From an optimization exercise on the open Yosys and OpenROAD flow, aimed at small area, a short achievable clock period and few clock cycles per item; shortcuts taken in it are not production practice. Power is estimated from default activity; no workload was simulated.

==> flow/design.v <==
module uecp_frame_dec (
    input  wire       clk,
    input  wire       rst,
    input  wire       in_valid,
    output wire       in_ready,
    input  wire [7:0] in_data,
    input  wire       in_last,
    output reg        res_valid,
    input  wire       res_ready,
    output reg  [2:0] res_status,
    output wire [9:0] res_site,
    output wire [5:0] res_enc,
    output wire [7:0] res_seq,
    output wire [7:0] res_mel,
    output wire [7:0] res_nelem
);
    localparam [2:0] ST_OK      = 3'd0;
    localparam [2:0] ST_UNKNOWN = 3'd1;
    localparam [2:0] ST_CRC     = 3'd2;
    localparam [2:0] ST_SHORT   = 3'd4;
    localparam [1:0] W_CODE  = 2'd0;   
    localparam [1:0] W_SKIPC = 2'd1;   
    localparam [1:0] W_SKIPL = 2'd2;   
    localparam [1:0] W_LEN   = 2'd3;   
    function [2:0] lut;
        input [7:0] b;
        input       off;
        reg c01, c02, c03, c07, c0A, c13, c1A, c16, c0D, c19, c1C, c2D, c17;
        begin
            c01 = off ? (b == 8'h04) : (b == 8'h01);
            c02 = off ? (b == 8'h05) : (b == 8'h02);
            c03 = off ? (b == 8'h06) : (b == 8'h03);
            c07 = off ? (b == 8'h0A) : (b == 8'h07);
            c0A = off ? (b == 8'h0D) : (b == 8'h0A);
            c13 = off ? (b == 8'h16) : (b == 8'h13);
            c1A = off ? (b == 8'h1D) : (b == 8'h1A);
            c16 = off ? (b == 8'h19) : (b == 8'h16);
            c0D = off ? (b == 8'h10) : (b == 8'h0D);
            c19 = off ? (b == 8'h1C) : (b == 8'h19);
            c1C = off ? (b == 8'h1F) : (b == 8'h1C);
            c2D = off ? (b == 8'h30) : (b == 8'h2D);
            c17 = off ? (b == 8'h1A) : (b == 8'h17);
            lut[2] = c01 | c02 | c03 | c07 | c0A | c13 | c1A | c16 | c0D |
                     c19 | c1C | c2D | c17;
            lut[1] = c2D | c17;
            lut[0] = c0A | c13 | c16;
        end
    endfunction
    function [3:0] lskip_of;
        input [7:0] b;
        begin
            lskip_of = {b == 8'h02 || b == 8'h0D,
                        b == 8'h01,
                        b == 8'h02 || b == 8'h03 || b == 8'h07 || b == 8'h1A ||
                        b == 8'h0A || b == 8'h13,
                        b == 8'h03 || b == 8'h07 || b == 8'h1A || b == 8'h16 ||
                        b == 8'h19 || b == 8'h1C};
        end
    endfunction
    function [15:0] crc_step;
        input [15:0] a_in;
        input [7:0]  c;
        reg   [15:0] a;
        begin
            a = {a_in[7:0], a_in[15:8]};
            a = a ^ {8'h00, c};
            a = a ^ {12'h000, a[7:4]};
            a = a ^ {a[3:0], 12'h000};
            a = a ^ {3'b000, a[7:0], 5'b00000};
            crc_step = a;
        end
    endfunction
    reg        rdy;           
    reg        first;         
    reg        esc;           
    reg  [7:0] u_r;           
    reg  [2:0] l_r;           
    reg        uz_r;          
    reg        uv_r;          
    reg        end_r;         
    reg        rst_r;         
    reg        u_go, e_go;    
    assign in_ready = rdy;
    wire accept = in_valid && rdy;
    wire mid    = !first && !in_last;
    always @(posedge clk) begin
        if (rst) begin
            first <= 1'b1;
            esc   <= 1'b0;
        end else if (accept) begin
            first <= in_last;
            if (!in_last)
                esc <= !first && !esc && (in_data == 8'hFD);
        end
    end
    always @(posedge clk)
        rst_r <= rst;
    wire uv_nx  = rdy ? (in_valid && mid && (esc || in_data != 8'hFD)) : uv_r;
    wire end_nx = rdy ? (in_valid && in_last) : end_r;
    wire rdy_nx;
    always @(posedge clk) begin
        if (rst) begin
            uv_r  <= 1'b0;
            end_r <= 1'b0;
            u_go  <= 1'b0;
            e_go  <= 1'b0;
        end else begin
            uv_r  <= uv_nx;
            end_r <= end_nx;
            u_go  <= rdy_nx && uv_nx;
            e_go  <= rdy_nx && end_nx;
        end
    end
    always @(posedge clk) begin
        if (rdy) begin
            u_r      <= esc ? (in_data + 8'hFD) : in_data;
            l_r      <= lut(in_data, esc);
            uz_r     <= esc ? (in_data == 8'h03) : (in_data == 8'h00);
        end
    end
    wire       lv     = l_r[2];
    wire       llen   = l_r[1];
    wire       lskipl = l_r[0];
    wire [3:0] lskip  = lskip_of(u_r);
    reg [15:0] crc;
    reg        crc_ok;        
    reg  [2:0] ph;            
    reg        inb;           
    reg  [7:0] addr_hi, addr_lo, seq, mel;
    reg  [6:0] nelem;         
    reg  [7:0] body_rem;
    reg  [1:0] wstate;
    reg        werr;
    reg  [7:0] skip;
    reg        skip1;         
    assign res_site  = {addr_hi, addr_lo[7:6]};
    assign res_enc   = addr_lo[5:0];
    assign res_seq   = seq;
    assign res_mel   = mel;
    assign res_nelem = {1'b0, nelem};
    reg [2:0] verdict;
    always @(*) begin
        if (esc || ph < 3'd2)
            verdict = ST_SHORT;
        else if (!crc_ok)
            verdict = ST_CRC;
        else if (ph != 3'd6)
            verdict = ST_SHORT;
        else if (werr)
            verdict = ST_UNKNOWN;
        else if (wstate != W_CODE)
            verdict = ST_SHORT;
        else
            verdict = ST_OK;
    end
    wire ok  = !esc && crc_ok && ph == 3'd6 && !werr && wstate == W_CODE;
    wire clr = e_go && !ok;
    wire res_valid_nx = (res_valid && !res_ready) || e_go;
    wire item_nx      = rdy ? (in_valid && (!first || in_last)) : 1'b1;
    assign rdy_nx     = !(item_nx && res_valid_nx);
    always @(posedge clk) begin
        if (rst) begin
            res_valid <= 1'b0;
            rdy       <= 1'b1;
        end else begin
            res_valid <= res_valid_nx;
            rdy       <= rdy_nx;
        end
    end
    always @(posedge clk)
        if (e_go)
            res_status <= verdict;
    wire [15:0] crc_nx = crc_step(crc, u_r);
    always @(posedge clk) begin
        if (rst_r || e_go) begin
            crc    <= 16'hFFFF;
            crc_ok <= 1'b0;
            ph     <= 3'd0;
            inb    <= 1'b0;
        end else if (u_go) begin
            crc    <= crc_nx;
            crc_ok <= (crc_nx == 16'h1D0F);
            if (!ph[2] || (ph == 3'd4 && !inb) || ph == 3'd5)
                ph <= ph + 3'd1;
            if (ph == 3'd3)
                inb <= !uz_r;
            else if (inb && body_rem == 8'd1)
                inb <= 1'b0;
        end
    end
    always @(posedge clk) begin
        if (u_go) begin
            if (ph == 3'd3)
                body_rem <= u_r;
            else
                body_rem <= body_rem - 8'd1;
        end
    end
    always @(posedge clk) begin
        if (clr) begin
            addr_hi <= 8'd0;
            addr_lo <= 8'd0;
            seq     <= 8'd0;
            mel     <= 8'd0;
        end else if (u_go && !ph[2]) begin
            addr_hi <= addr_lo;
            addr_lo <= seq;
            seq     <= mel;
            mel     <= u_r;
        end
    end
    wire b_go = u_go && inb && !werr;
    always @(posedge clk) begin
        if (clr || (u_go && ph == 3'd3))
            nelem <= 7'd0;
        else if (b_go && wstate == W_CODE && lv)
            nelem <= nelem + 7'd1;
    end
    always @(posedge clk) begin
        if (rst_r || e_go) begin
            wstate <= W_CODE;
            werr   <= 1'b0;
        end else if (b_go) begin
            case (wstate)
                W_CODE: begin
                    if (!lv)
                        werr <= 1'b1;
                    else if (llen)
                        wstate <= W_LEN;
                    else
                        wstate <= lskipl ? W_SKIPL : W_SKIPC;
                end
                W_SKIPC, W_SKIPL: begin
                    if (skip1)
                        wstate <= (wstate == W_SKIPL) ? W_LEN : W_CODE;
                end
                W_LEN: begin
                    if (!uz_r)
                        wstate <= W_SKIPC;
                    else
                        wstate <= W_CODE;
                end
            endcase
        end
    end
    always @(posedge clk) begin
        if (b_go) begin
            case (wstate)
                W_CODE:  begin skip <= {4'd0, lskip}; skip1 <= (lskip == 4'd1);       end
                W_LEN:   begin skip <= u_r;           skip1 <= (u_r == 8'd1);       end
                default: begin skip <= skip - 8'd1;   skip1 <= (skip == 8'd2); end
            endcase
        end
    end
endmodule
export LEC_CHECK = 0
export CAP_MARGIN = 20
export CORE_MARGIN = 2
export CORE_UTILIZATION = 40
export SETUP_SLACK_MARGIN = 1.8
export SLEW_MARGIN = 20
create_clock -name core_clock -period 3.5 [get_ports {clk}]
standard.sh (not shown) runs the stock make flow with config.mk's settings and CLKGATE_MAP_FILE= SYNTH_SCRIPT=/design/flow/synth_recipe.tcl, a recipe that flattens the netlist after the stock synthesis.
==> flow/flow/run.sh <==
#!/bin/bash
# Standard layout, with the I/O port buffers built from a small buffer cell
# instead of the delay cell buffer_ports picks on its own. Synthesis is the
# standard one (standard.sh synth), so the registers keep their names.
set -euo pipefail
bash standard.sh synth > synth.log 2>&1
bash standard.sh BUFFER_PORTS_ARGS="-buffer_cell sky130_fd_sc_hd__buf_2" finish > layout.log 2>&1
Then changed:
--- a/flow/design.v
+++ b/flow/design.v
@@ -22,7 +22,7 @@
     localparam [1:0] W_SKIPC = 2'd1;   
     localparam [1:0] W_SKIPL = 2'd2;   
     localparam [1:0] W_LEN   = 2'd3;   
-    function [2:0] lut;
+    function [6:0] lut;
         input [7:0] b;
         input       off;
         reg c01, c02, c03, c07, c0A, c13, c1A, c16, c0D, c19, c1C, c2D, c17;
@@ -40,21 +40,14 @@
             c1C = off ? (b == 8'h1F) : (b == 8'h1C);
             c2D = off ? (b == 8'h30) : (b == 8'h2D);
             c17 = off ? (b == 8'h1A) : (b == 8'h17);
-            lut[2] = c01 | c02 | c03 | c07 | c0A | c13 | c1A | c16 | c0D |
+            lut[6] = c01 | c02 | c03 | c07 | c0A | c13 | c1A | c16 | c0D |
                      c19 | c1C | c2D | c17;
-            lut[1] = c2D | c17;
-            lut[0] = c0A | c13 | c16;
-        end
-    endfunction
-    function [3:0] lskip_of;
-        input [7:0] b;
-        begin
-            lskip_of = {b == 8'h02 || b == 8'h0D,
-                        b == 8'h01,
-                        b == 8'h02 || b == 8'h03 || b == 8'h07 || b == 8'h1A ||
-                        b == 8'h0A || b == 8'h13,
-                        b == 8'h03 || b == 8'h07 || b == 8'h1A || b == 8'h16 ||
-                        b == 8'h19 || b == 8'h1C};
+            lut[5] = c2D | c17;
+            lut[4] = c0A | c13 | c16;
+            lut[3] = c02 | c0D;
+            lut[2] = c01;
+            lut[1] = c02 | c03 | c07 | c1A | c0A | c13;
+            lut[0] = c03 | c07 | c1A | c16 | c19 | c1C;
         end
     endfunction
     function [15:0] crc_step;
@@ -74,7 +67,7 @@
     reg        first;         
     reg        esc;           
     reg  [7:0] u_r;           
-    reg  [2:0] l_r;           
+    reg  [6:0] l_r;           
     reg        uz_r;          
     reg        uv_r;          
     reg        end_r;         
@@ -118,16 +111,15 @@
             uz_r     <= esc ? (in_data == 8'h03) : (in_data == 8'h00);
         end
     end
-    wire       lv     = l_r[2];
-    wire       llen   = l_r[1];
-    wire       lskipl = l_r[0];
-    wire [3:0] lskip  = lskip_of(u_r);
+    wire       lv     = l_r[6];
+    wire       llen   = l_r[5];
+    wire       lskipl = l_r[4];
+    wire [3:0] lskip  = l_r[3:0];
     reg [15:0] crc;
     reg        crc_ok;        
     reg  [2:0] ph;            
     reg        inb;           
-    reg  [7:0] addr_hi, addr_lo, seq, mel;
-    reg  [6:0] nelem;         
+    reg  [7:0] addr_hi, addr_lo, seq, mel, nelem;
     reg  [7:0] body_rem;
     reg  [1:0] wstate;
     reg        werr;
@@ -137,7 +129,7 @@
     assign res_enc   = addr_lo[5:0];
     assign res_seq   = seq;
     assign res_mel   = mel;
-    assign res_nelem = {1'b0, nelem};
+    assign res_nelem = nelem;
     reg [2:0] verdict;
     always @(*) begin
         if (esc || ph < 3'd2)
@@ -212,9 +204,9 @@
     wire b_go = u_go && inb && !werr;
     always @(posedge clk) begin
         if (clr || (u_go && ph == 3'd3))
-            nelem <= 7'd0;
+            nelem <= 8'd0;
         else if (b_go && wstate == W_CODE && lv)
-            nelem <= nelem + 7'd1;
+            nelem <= nelem + 8'd1;
     end
     always @(posedge clk) begin
         if (rst_r || e_go) begin
Result:
- The new run completed without violations
- design area falls slightly
- global-route usage goes down by 0.28 points
- core utilization came out lower by 0.17 points
- cell count decreases slightly
- via count falls slightly
- maximum frequency falls by roughly a tenth
- die area stays flat
- sequential power increases by a few percent
No functional check of the RTL was part of any run of this note.

## what the ideal ports hide
No port has a modelled driver above. Below, the same layouts with a new extraction and two added sets of constraints. Step 1 assumes that a clkbuf_16 drives the clock port and a buf_2 every other input. Step 2 times the ports against the registers' clock, not the clock port: input delays grow and output delays shrink by t, the midpoint of the rising clock arrivals with the driver on. Three values: ideal ports, drivers, drivers and shift; two values: the first two.
run	t, ns	slack for setup (ns)	latest minus earliest clock arrival (ns)	worst data-port slew with drivers (ns)	pins driven straight from the clock port
the first run	0.387	1.814 / 1.827 / 1.440	0.012 / 0.012	0.04	1
the second run	0.381	1.556 / 1.561 / 1.181	0.006 / 0.005	0.04	1
After both steps setup and hold are still met in every run listed. The setup slack of the second run, which loses most, moves by +0.005 ns with the drivers and by -0.375 ns with both steps.
